This is an optimization exercise on Yosys and OpenROAD, whose aim is small area, not a production implementation.
The RTL was checked by simulation tests, not by an equivalence proof against the original design.
Power is estimated from default activity; no workload was simulated.

===== flow/config.mk =====
export PLATFORM = sky130hd
export DESIGN_NAME = cklink
export DESIGN_NICKNAME = cklink
export VERILOG_FILES = /design/flow/design.v
export SDC_FILE = /design/flow/constraint.sdc
export NUM_CORES = 4
export LEC_CHECK = 0
export CAP_MARGIN = 20
export CORE_MARGIN = 2
export CORE_UTILIZATION = 40
export SLEW_MARGIN = 20

===== flow/design.v =====
module cklink (
    input             clk,
    input             rst,
    input             cmd_valid,
    input      [23:0] cmd_word,
    output            cmd_ready,
    output reg        rsp_valid,
    output     [15:0] rsp_word,
    output            busy,
    output            mem_req,
    output            mem_we,
    output reg [15:0] mem_addr,
    output     [7:0]  mem_wdata,
    input             mem_ack,
    input      [7:0]  mem_rdata,
    output            tx_valid,
    output reg [7:0]  tx_data,
    input             tx_ready,
    input             rx_valid,
    input      [7:0]  rx_data,
    output            rx_pop,
    input      [31:0] now_ms
);
    localparam [4:0] S_IDLE   = 5'd0,
                     S_HALT   = 5'd1,
                     S_HSDRN  = 5'd2,    
                     S_HSWAIT = 5'd3,    
                     S_HSTR   = 5'd4,    
                     S_HWAIT  = 5'd5,    
                     S_HDRN   = 5'd6,    
                     S_TINIT  = 5'd7,    
                     S_TSUM   = 5'd8,    
                     S_THDR   = 5'd9,
                     S_TSEGB  = 5'd10,
                     S_TSEGL  = 5'd11,
                     S_TPAY   = 5'd12,
                     S_TTRL   = 5'd13,
                     S_RAWAIT = 5'd14,
                     S_RHDR   = 5'd15,
                     S_RPAY   = 5'd16,
                     S_RTRL   = 5'd17,
                     S_RETRY  = 5'd18,
                     S_DRAIN  = 5'd19;
    reg [15:0] r0, r1, r2, r3, r4, r5, r6, r7;    
    reg [15:0] result_len;
    reg [15:0] acc;
    reg [7:0]  index;
    reg        started;
    reg        match;
    reg [4:0]  st;
    reg [3:0]  sel;         
    reg [15:0] cnt;         
    reg [1:0]  k;           
    reg [3:0]  step;        
    reg [10:0] tmr;         
    reg        ms_prev;
    reg        hs;          
    reg        hs_nz;       
    reg        first;       
    reg        ck_ok;       
    wire [3:0]  cmd_op  = cmd_word[23:20];
    wire [3:0]  cmd_r   = cmd_word[19:16];
    wire [15:0] cmd_arg = cmd_word[15:0];
    assign busy      = (st != S_IDLE);
    assign cmd_ready = (st == S_IDLE) && !rsp_valid && !rst;
    wire   cmd_fire  = cmd_valid && cmd_ready;
    reg [15:0] rd;
    always @(*) begin
        case (sel)
            4'd0:  rd = r0;
            4'd1:  rd = r1;
            4'd2:  rd = r2;
            4'd3:  rd = r3;
            4'd4:  rd = r4;
            4'd5:  rd = r5;
            4'd6:  rd = r6;
            4'd7:  rd = r7;
            4'd8:  rd = result_len;
            4'd9:  rd = {8'h00, index};
            4'd10: rd = acc;
            4'd11: rd = {14'd0, match, started};
            4'd12: rd = {15'd0, match};
            4'd13: rd = 16'd5;
            default: rd = 16'h0000;
        endcase
    end
    assign rsp_word = rd;
    wire tick = now_ms[0] ^ ms_prev;
    wire t5    = (tmr == 11'd5);
    wire t100  = (tmr == 11'd100);
    wire t250  = (tmr == 11'd250);
    wire t500  = (tmr == 11'd500);
    wire t750  = (tmr == 11'd750);
    wire t1100 = (tmr == 11'd1100);
    reg [7:0] hs_byte;
    always @(*) begin
        case (step)
            4'd0:  hs_byte = 8'h03;
            4'd1:  hs_byte = 8'h0A;
            4'd2:  hs_byte = 8'h0A;
            4'd3:  hs_byte = 8'h72;
            4'd4:  hs_byte = 8'h75;
            4'd5:  hs_byte = 8'h6E;
            4'd6:  hs_byte = 8'h2D;
            4'd7:  hs_byte = 8'h62;
            4'd8:  hs_byte = 8'h72;
            4'd9:  hs_byte = 8'h69;
            4'd10: hs_byte = 8'h64;
            4'd11: hs_byte = 8'h67;
            4'd12: hs_byte = 8'h65;
            default: hs_byte = 8'h0A;
        endcase
    end
    wire step_wait = (step == 4'd0) || (step == 4'd1) || (step == 4'd2) || (step == 4'd13);
    reg  step_done;
    always @(*) begin
        case (step)
            4'd0:    step_done = t250;
            4'd1:    step_done = t500;
            4'd2:    step_done = t750;
            default: step_done = t500;
        endcase
    end
    reg [7:0] xx_byte;
    always @(*) begin
        case (cnt[2:0])
            3'd5:    xx_byte = 8'h58;
            3'd4:    xx_byte = 8'h58;
            3'd3:    xx_byte = 8'h31;
            default: xx_byte = 8'h30;
        endcase
    end
    wire cnt_zero = (cnt == 16'd0);
    wire cap_left = (result_len != rd);         
    wire wr_pay   = (st == S_RPAY) && !cnt_zero && !hs && cap_left;
    assign mem_req   = ((st == S_TPAY) && !cnt_zero && !hs) || (wr_pay && rx_valid);
    assign mem_we    = (st == S_RPAY);
    assign mem_wdata = rx_data;
    assign tx_valid = (st == S_HSTR) || (st == S_THDR) || (st == S_TTRL) ||
                      ((st == S_TPAY) && !cnt_zero && (hs || mem_ack));
    always @(*) begin
        case (st)
            S_HSTR: tx_data = hs_byte;
            S_THDR: begin
                case (k)
                    2'd0:    tx_data = 8'hFF;
                    2'd1:    tx_data = index;
                    2'd2:    tx_data = cnt[15:8];
                    default: tx_data = cnt[7:0];
                endcase
            end
            S_TPAY:  tx_data = hs ? xx_byte : mem_rdata;
            default: tx_data = acc[15:8];
        endcase
    end
    wire tx_fire = tx_valid && tx_ready;
    wire drain_st = (st == S_HSDRN) || (st == S_HDRN) || (st == S_DRAIN);
    wire rx_st    = (st == S_RAWAIT) || (st == S_RHDR) || (st == S_RTRL) ||
                    ((st == S_RPAY) && !cnt_zero);
    assign rx_pop = rx_valid && (drain_st || (rx_st && (!wr_pay || mem_ack)));
    wire        cnt_keep = (st == S_TSUM) && (sel != 4'd1) && !hs;
    wire [15:0] cnt_sum  = (cnt_keep ? cnt : 16'd0) + rd;
    function [15:0] ck_update(input [15:0] a, input [7:0] b);
        ck_update = {a[7:0] ^ b, a[15:8]};
    endfunction
    wire        wr_reg = cmd_fire && (cmd_op == 4'h5);
    wire [15:0] wr_dat = cmd_arg & {16{~rst}};
    always @(posedge clk) begin
        if (rst || (wr_reg && cmd_r[2:0] == 3'd0)) r0 <= wr_dat;
        if (rst || (wr_reg && cmd_r[2:0] == 3'd1)) r1 <= wr_dat;
        if (rst || (wr_reg && cmd_r[2:0] == 3'd2)) r2 <= wr_dat;
        if (rst || (wr_reg && cmd_r[2:0] == 3'd3)) r3 <= wr_dat;
        if (rst || (wr_reg && cmd_r[2:0] == 3'd4)) r4 <= wr_dat;
        if (rst || (wr_reg && cmd_r[2:0] == 3'd5)) r5 <= wr_dat;
        if (rst || (wr_reg && cmd_r[2:0] == 3'd6)) r6 <= wr_dat;
        if (rst || (wr_reg && cmd_r[2:0] == 3'd7)) r7 <= wr_dat;
    end
    always @(posedge clk) begin
        ms_prev <= now_ms[0];
        tmr     <= tmr + {10'd0, tick};
        rsp_valid <= 1'b0;
        if (rst) begin
            result_len <= 16'h0;
            acc        <= 16'hAAAA;
            index      <= 8'h00;
            started    <= 1'b0;
            match      <= 1'b0;
            st         <= S_IDLE;
        end else begin
            case (st)
                S_IDLE: if (cmd_fire) begin
                    sel       <= 4'd15;
                    rsp_valid <= 1'b1;
                    case (cmd_op)
                        4'h1: acc <= 16'hAAAA;
                        4'h2: acc <= ck_update(acc, cmd_arg[7:0]);
                        4'h3: sel <= 4'd10;
                        4'h4: begin
                            match <= (acc == cmd_arg);
                            sel   <= 4'd12;
                        end
                        4'h6: sel <= cmd_r;
                        4'h7: begin
                            rsp_valid <= 1'b0;
                            hs        <= 1'b0;
                            st        <= S_TINIT;
                        end
                        4'h8: if (!started) begin
                            rsp_valid <= 1'b0;
                            started   <= 1'b1;
                            st        <= S_HSDRN;
                        end
                        default: ;
                    endcase
                end
                S_HSDRN: if (!rx_valid) begin
                    tmr <= 11'd0;
                    st  <= S_HSWAIT;
                end
                S_HSWAIT: if (t1100) begin
                    step <= 4'd0;
                    st   <= rx_valid ? S_HSDRN : S_HSTR;
                end
                S_HSTR: if (tx_ready) begin
                    if (step_wait) begin
                        tmr <= 11'd0;
                        st  <= S_HWAIT;
                    end else begin
                        step <= step + 4'd1;
                    end
                end
                S_HWAIT: if (step_done) begin
                    step <= step + 4'd1;
                    st   <= (step == 4'd13) ? S_HDRN : S_HSTR;
                end
                S_HDRN: if (!rx_valid) begin
                    hs <= 1'b1;
                    st <= S_TINIT;
                end
                S_TINIT: begin
                    acc <= 16'hAAAA;
                    sel <= hs ? 4'd13 : 4'd1;
                    st  <= S_TSUM;
                end
                S_TSUM: begin
                    cnt <= cnt_sum;
                    k   <= 2'd0;
                    if (hs || sel == 4'd5) st <= S_THDR;
                    else sel <= sel + 4'd2;
                end
                S_THDR: if (tx_ready) begin
                    acc <= ck_update(acc, tx_data);
                    k   <= k + 2'd1;
                    if (k == 2'd3) begin
                        sel <= hs ? 4'd13 : 4'd0;
                        st  <= hs ? S_TSEGL : S_TSEGB;
                    end
                end
                S_TSEGB: begin
                    mem_addr <= rd;
                    sel      <= sel + 4'd1;
                    st       <= S_TSEGL;
                end
                S_TSEGL: begin
                    cnt <= cnt_sum;
                    st  <= S_TPAY;
                end
                S_TPAY: begin
                    if (cnt_zero) begin
                        k <= 2'd0;
                        if (hs || sel == 4'd5) st <= S_TTRL;
                        else begin
                            sel <= sel + 4'd1;
                            st  <= S_TSEGB;
                        end
                    end else if (tx_fire) begin
                        acc      <= ck_update(acc, tx_data);
                        cnt      <= cnt - 16'd1;
                        mem_addr <= mem_addr + 16'd1;
                    end
                end
                S_TTRL: if (tx_ready) begin
                    acc <= ck_update(acc, 8'h00);    
                    k   <= k + 2'd1;
                    if (k[0]) begin
                        tmr <= 11'd0;
                        sel <= 4'd6;
                        st  <= S_RAWAIT;
                    end
                end
                S_RAWAIT: begin
                    if (rx_valid) begin
                        tmr <= 11'd0;
                        acc <= 16'h55AA;             
                        k   <= 2'd0;
                        st  <= (rx_data == 8'hFF) ? S_RHDR : S_RETRY;
                    end else if (t100) begin
                        tmr <= 11'd0;
                        st  <= S_RETRY;
                    end
                end
                S_RHDR: begin
                    if (rx_valid) begin
                        tmr <= 11'd0;
                        acc <= ck_update(acc, rx_data);
                        k   <= k + 2'd1;
                        case (k)
                            2'd0: if (rx_data != index) st <= S_RETRY;
                            2'd1: cnt[15:8] <= rx_data;
                            default: begin
                                cnt[7:0] <= rx_data;
                                mem_addr <= rd;        
                                sel      <= 4'd7;      
                                first    <= 1'b1;
                                if (!hs) result_len <= 16'h0;
                                st       <= S_RPAY;
                            end
                        endcase
                    end else if (t5) begin
                        tmr <= 11'd0;
                        st  <= S_RETRY;
                    end
                end
                S_RPAY: begin
                    if (cnt_zero) begin
                        k  <= 2'd0;
                        st <= S_RTRL;
                    end else if (rx_pop) begin
                        tmr   <= 11'd0;
                        acc   <= ck_update(acc, rx_data);
                        cnt   <= cnt - 16'd1;
                        first <= 1'b0;
                        if (hs && first) hs_nz <= (rx_data != 8'h00);
                        if (wr_pay) begin
                            mem_addr   <= mem_addr + 16'd1;
                            result_len <= result_len + 16'd1;
                        end
                    end else if (!rx_valid && t5) begin
                        tmr <= 11'd0;
                        st  <= S_RETRY;
                    end
                end
                S_RTRL: begin
                    if (rx_valid) begin
                        tmr <= 11'd0;
                        acc <= ck_update(acc, 8'h00);    
                        k   <= k + 2'd1;
                        if (!k[0]) begin
                            ck_ok <= (rx_data == acc[15:8]);
                        end else if (ck_ok && rx_data == acc[15:8]) begin
                            index <= index + 8'd1;
                            if (hs) begin
                                sel <= 4'd15;
                                if (hs_nz) st <= S_HALT;
                                else begin
                                    st        <= S_IDLE;
                                    rsp_valid <= 1'b1;
                                end
                            end else begin
                                sel       <= 4'd8;
                                st        <= S_IDLE;
                                rsp_valid <= 1'b1;
                            end
                        end else begin
                            st <= S_RETRY;
                        end
                    end else if (t5) begin
                        tmr <= 11'd0;
                        st  <= S_RETRY;
                    end
                end
                S_RETRY: if (t100) st <= S_DRAIN;
                S_DRAIN: if (!rx_valid) st <= S_TINIT;
                default: ;    
            endcase
        end
    end
endmodule

===== flow/constraint.sdc =====
create_clock -name core_clock -period 10.0 [get_ports {clk}]
set_input_delay 2.0000 -clock core_clock [delete_from_list [all_inputs] [get_ports {clk}]]
set_output_delay 2.0000 -clock core_clock [all_outputs]
set_load 0.01 [all_outputs]

===== flow/run.sh =====
#!/bin/bash
# synth_recipe.tcl (not shown) runs the flow's synth.tcl, then flattens the netlist and writes it again
# the make line also repeats each setting of config.mk as NAME=value (left out here)
make -C /OpenROAD-flow-scripts/flow DESIGN_CONFIG=/design/flow/config.mk WORK_HOME=/design/flow/orfs CLKGATE_MAP_FILE= SYNTH_SCRIPT=/design/flow/synth_recipe.tcl finish

==> flow_summary.json <==
{
  "status": "no timing/DRC/antenna violations",
  "finalClockSkew_ns": 0.02313,
  "post-dp-hpwl_mm": 35.63,
  "syn-instance-count": 1626,
  "relSlewSlack_pct": 23.74,
  "hold_buffers": 0,
  "endpoint_kind": "primary output",
  "chipHeight_um": 198.4,
  "synth_top_flop_cell": "edfxtp_1",
  "h-tree-depth": 1,
  "vdd_drop_max_mv": 0.1164,
  "r2r_slack_ns": 4.15,
  "hp-class": "reg2reg",
  "io_pins": 133,
  "syn_nets": 1745,
  "synth_cell_types": 89,
  "syn-cell-area_um2": 15110,
  "synth_edf_count": 174,
  "postCtsSetupBuffers": 0,
  "setup_viol": 0,
  "yosysWarnings": 1,
  "reg2reg_to": "cnt[15]$_DFFE_PP_",
  "post_cts_resized": 0,
  "grt_pass1_vias": 12508,
  "grt_first_pass_wirelength_mm": 75.97,
  "drv_cap": 0,
  "gp_congestion": 0.9554,
  "power_density_nw_per_um2": 230.2,
  "die_area_um2": 39340,
  "via_count": 13356,
  "rsz0062_at_grt": "no",
  "diodes": 0,
  "worst_path_max_delay_cell": "clkdlybuf4s50_1",
  "period_share_pct": 68.94,
  "drtIter0Drc": 1702,
  "drt_first_pass_iters": 7,
  "placed_cells": 2142,
  "portBuffers": 101,
  "synthArstFlopShare_pct": 0,
  "power_mw": 3.991,
  "nNetsFinal": 1780,
  "worst-path-max-fanout": 10,
  "leakage_nw": 6.097,
  "arrival_ns": 4.89,
  "cts_buffer_depth": 3,
  "cts_tree": "yes",
  "synth_seq_cells": 241,
  "ant_nets": 0,
  "start_util_pct": 40.40,
  "required_ns": 8.00,
  "finalWorstSetupSlack_ns": 3.106,
  "post-route-util_pct": 46.36,
  "clock-sinks": 241,
  "r2r-start": "sel[1]$_DFFE_PP_",
  "antenna_found_initial": 0,
  "clkTransAtPathRegs_ns": 0.07,
  "route.detailed.drc": 0,
  "grt_usage_pct": 25.41,
  "dieWidth_um": 198.4,
  "routedWlPerCell_um": 23.02,
  "via_per_inst": 6.090,
  "tightest_slew_ns": 1.141,
  "hold_ws_ns": 0.5169,
  "fin_tns_setup_ns": 0,
  "cts_made_buffers": 28,
  "fillerInstances": 3535,
  "startpoint_type": "input port",
  "layout_common_cells": "edfxtp_1, nand2_1, nor2_1",
  "path_cells": "clkdlybuf4s50_1, clkinv_1, a2111oi_2, nand4_1, nand2_1, clkdlybuf4s50_1",
  "min_to": "result_len[7]$_SDFFE_PP0P_",
  "clock-root-buffer": "clkbuf_16",
  "min_from": "result_len[7]$_SDFFE_PP0P_",
  "overflow": 0,
  "core_area_um2": 37400,
  "dp_worst_setup_slack_ns": 3.178,
  "critPathMostFrequentCell": "clkdlybuf4s50_1",
  "maxSlewViolCount": 0,
  "cp_slowest_stage_delay_ns": 0.74,
  "syn2layout_area_growth_pct": 14.76,
  "hold_viol": 0,
  "grt_max_degree": 56,
  "clk_latency_ns": 0.58,
  "fmax_mhz": 145.0,
  "drive_gt1_share_pct": 5.886,
  "routed_wl_mm": 50.48,
  "stdcell_area_um2": 17340,
  "critPathKind": "in2out",
  "fin_crit_ns": 6.894,
  "whs_path_depth": 2,
  "placed_area_um2": 16400,
  "rows": 71,
  "stdcell_count": 2193,
  "layout_commonest_cell": "edfxtp_1",
  "syn_area_per_cell_um2": 9.292,
  "ys_seq_area_share_pct": 43.46,
  "worstRegToRegCells": 17
}
## power breakdown
| group | leakage (nW) | internal (mW) | switching [mW] | total (mW) |
|---|---|---|---|---|
| sequential | 2.20 | 1.23 | 0.113 | 1.34 |
| combinational | 3.45 | 0.598 | 1.01 | 1.61 |
| clock | 0.451 | 0.615 | 0.432 | 1.05 |
| total | 6.10 | 2.44 | 1.55 | 3.99 |
## synthesized netlist by cell type (8+ instances only)
master | instances | area (um2)
a22oi_1 | 43 | 322.8
xor2_1 | 42 | 367.9
nand3_1 | 38 | 190.2
nor2_1 | 146 | 548.0
buf_1 | 12 | 45.04
nor4_1 | 31 | 193.9
buf_2 | 19 | 95.09
a31oi_1 | 11 | 68.82
mux2i_1 | 37 | 370.4
nor2b_1 | 39 | 244.0
or3_1 | 24 | 150.1
xnor2_1 | 54 | 473.0
o21ai_0 | 69 | 345.3
or4_1 | 8 | 60.06
and2_1 | 17 | 106.4
inv_1 | 57 | 214.0
a21oi_1 | 88 | 440.4
a222oi_1 | 18 | 180.2
a311oi_1 | 8 | 70.07
clkbuf_1 | 73 | 274.0
nand2b_1 | 17 | 106.4
dfxtp_1 | 67 | 1341
a211oi_1 | 15 | 112.6
and3_1 | 18 | 112.6
edfxtp_1 | 174 | 5225
nand3b_1 | 8 | 60.06
nand2_1 | 167 | 626.9
buf_4 | 10 | 75.07
nand4_1 | 22 | 137.6
o211ai_1 | 23 | 172.7
ha_1 | 40 | 500.5
a22o_1 | 9 | 78.83
o31ai_1 | 9 | 67.56
a221oi_1 | 20 | 175.2
o221ai_1 | 9 | 78.83
nor3_1 | 43 | 215.2
o22ai_1 | 11 | 68.82
## layer usage
layer  up-vias  track usage, %  wire length (um)
met1      6486           35.74             21620
met5         -               0                 0
met3        98           3.611              4369
li1       6151               -                 -
met2       621           39.75             22690
met4         0           9.273              1794
## worst max path at each step
stage,from,endpoint,depth (start not counted)
2_1_floorplan,rx_valid,cnt[10]$_DFFE_PP_,7
3_3_place_gp,rx_valid,rx_pop,6
3_5_place_dp,rx_valid,rx_pop,6
4_1_cts,rx_valid,rx_pop,6
5_1_grt,rx_valid,rx_pop,6
6_report,rx_valid,rx_pop,6
## cell families after synthesis
kind of cell	count (synthesis)	share of synthesized area, %
buffers and inverters	177	5.002
multiplexers	44	3.105
XOR/XNOR	96	5.565
AND/OR/NAND/NOR	613	20.24
flip-flops	241	43.46
AO/OA/AOI/OAI	414	19.19
adder cells (fa/ha/maj)	41	3.445
## worst max-delay path: cells and delay by family
kind / cells / cell delay, ns
AO/OA/AOI/OAI: 1 / 0.48
AND/OR/NAND/NOR: 2 / 0.58
buffers and inverters: 3 / 1.82
## final cells by class
type	instances	area (um2)	area share, %
multi-input cells	1208	7806	45.02
flip-flops and latches	241	6566	37.87
repair buffers	123	1171	6.754
clock buffers	37	764.5	4.409
well taps	511	639.4	3.687
inverters	59	221.5	1.277
clock inverters	14	170.2	0.9814

[port drivers added, routing unchanged]
No port has a modelled driver above. Below, the same layout with a new extraction and two added sets of constraints. Step 1 assumes that a clkbuf_16 drives the clock port and a buf_2 every other input. Step 2, shift: input delay + t, output delay - t, t = (earliest + latest rising clock arrival at the registers) / 2. This alone moves slack from input paths to output paths. a / b / c = ideal ports / drivers / drivers and shift; a / b = the first two.
t, ns: 0.625
setup WS [ns]: 3.106 / 3.054 / 3.054
clock arrival spread, ns: 0.023 / 0.023
After both steps setup and hold are still met in this run. For this run, drivers alone change the setup slack by -0.052 ns; drivers and shift together by -0.052 ns.
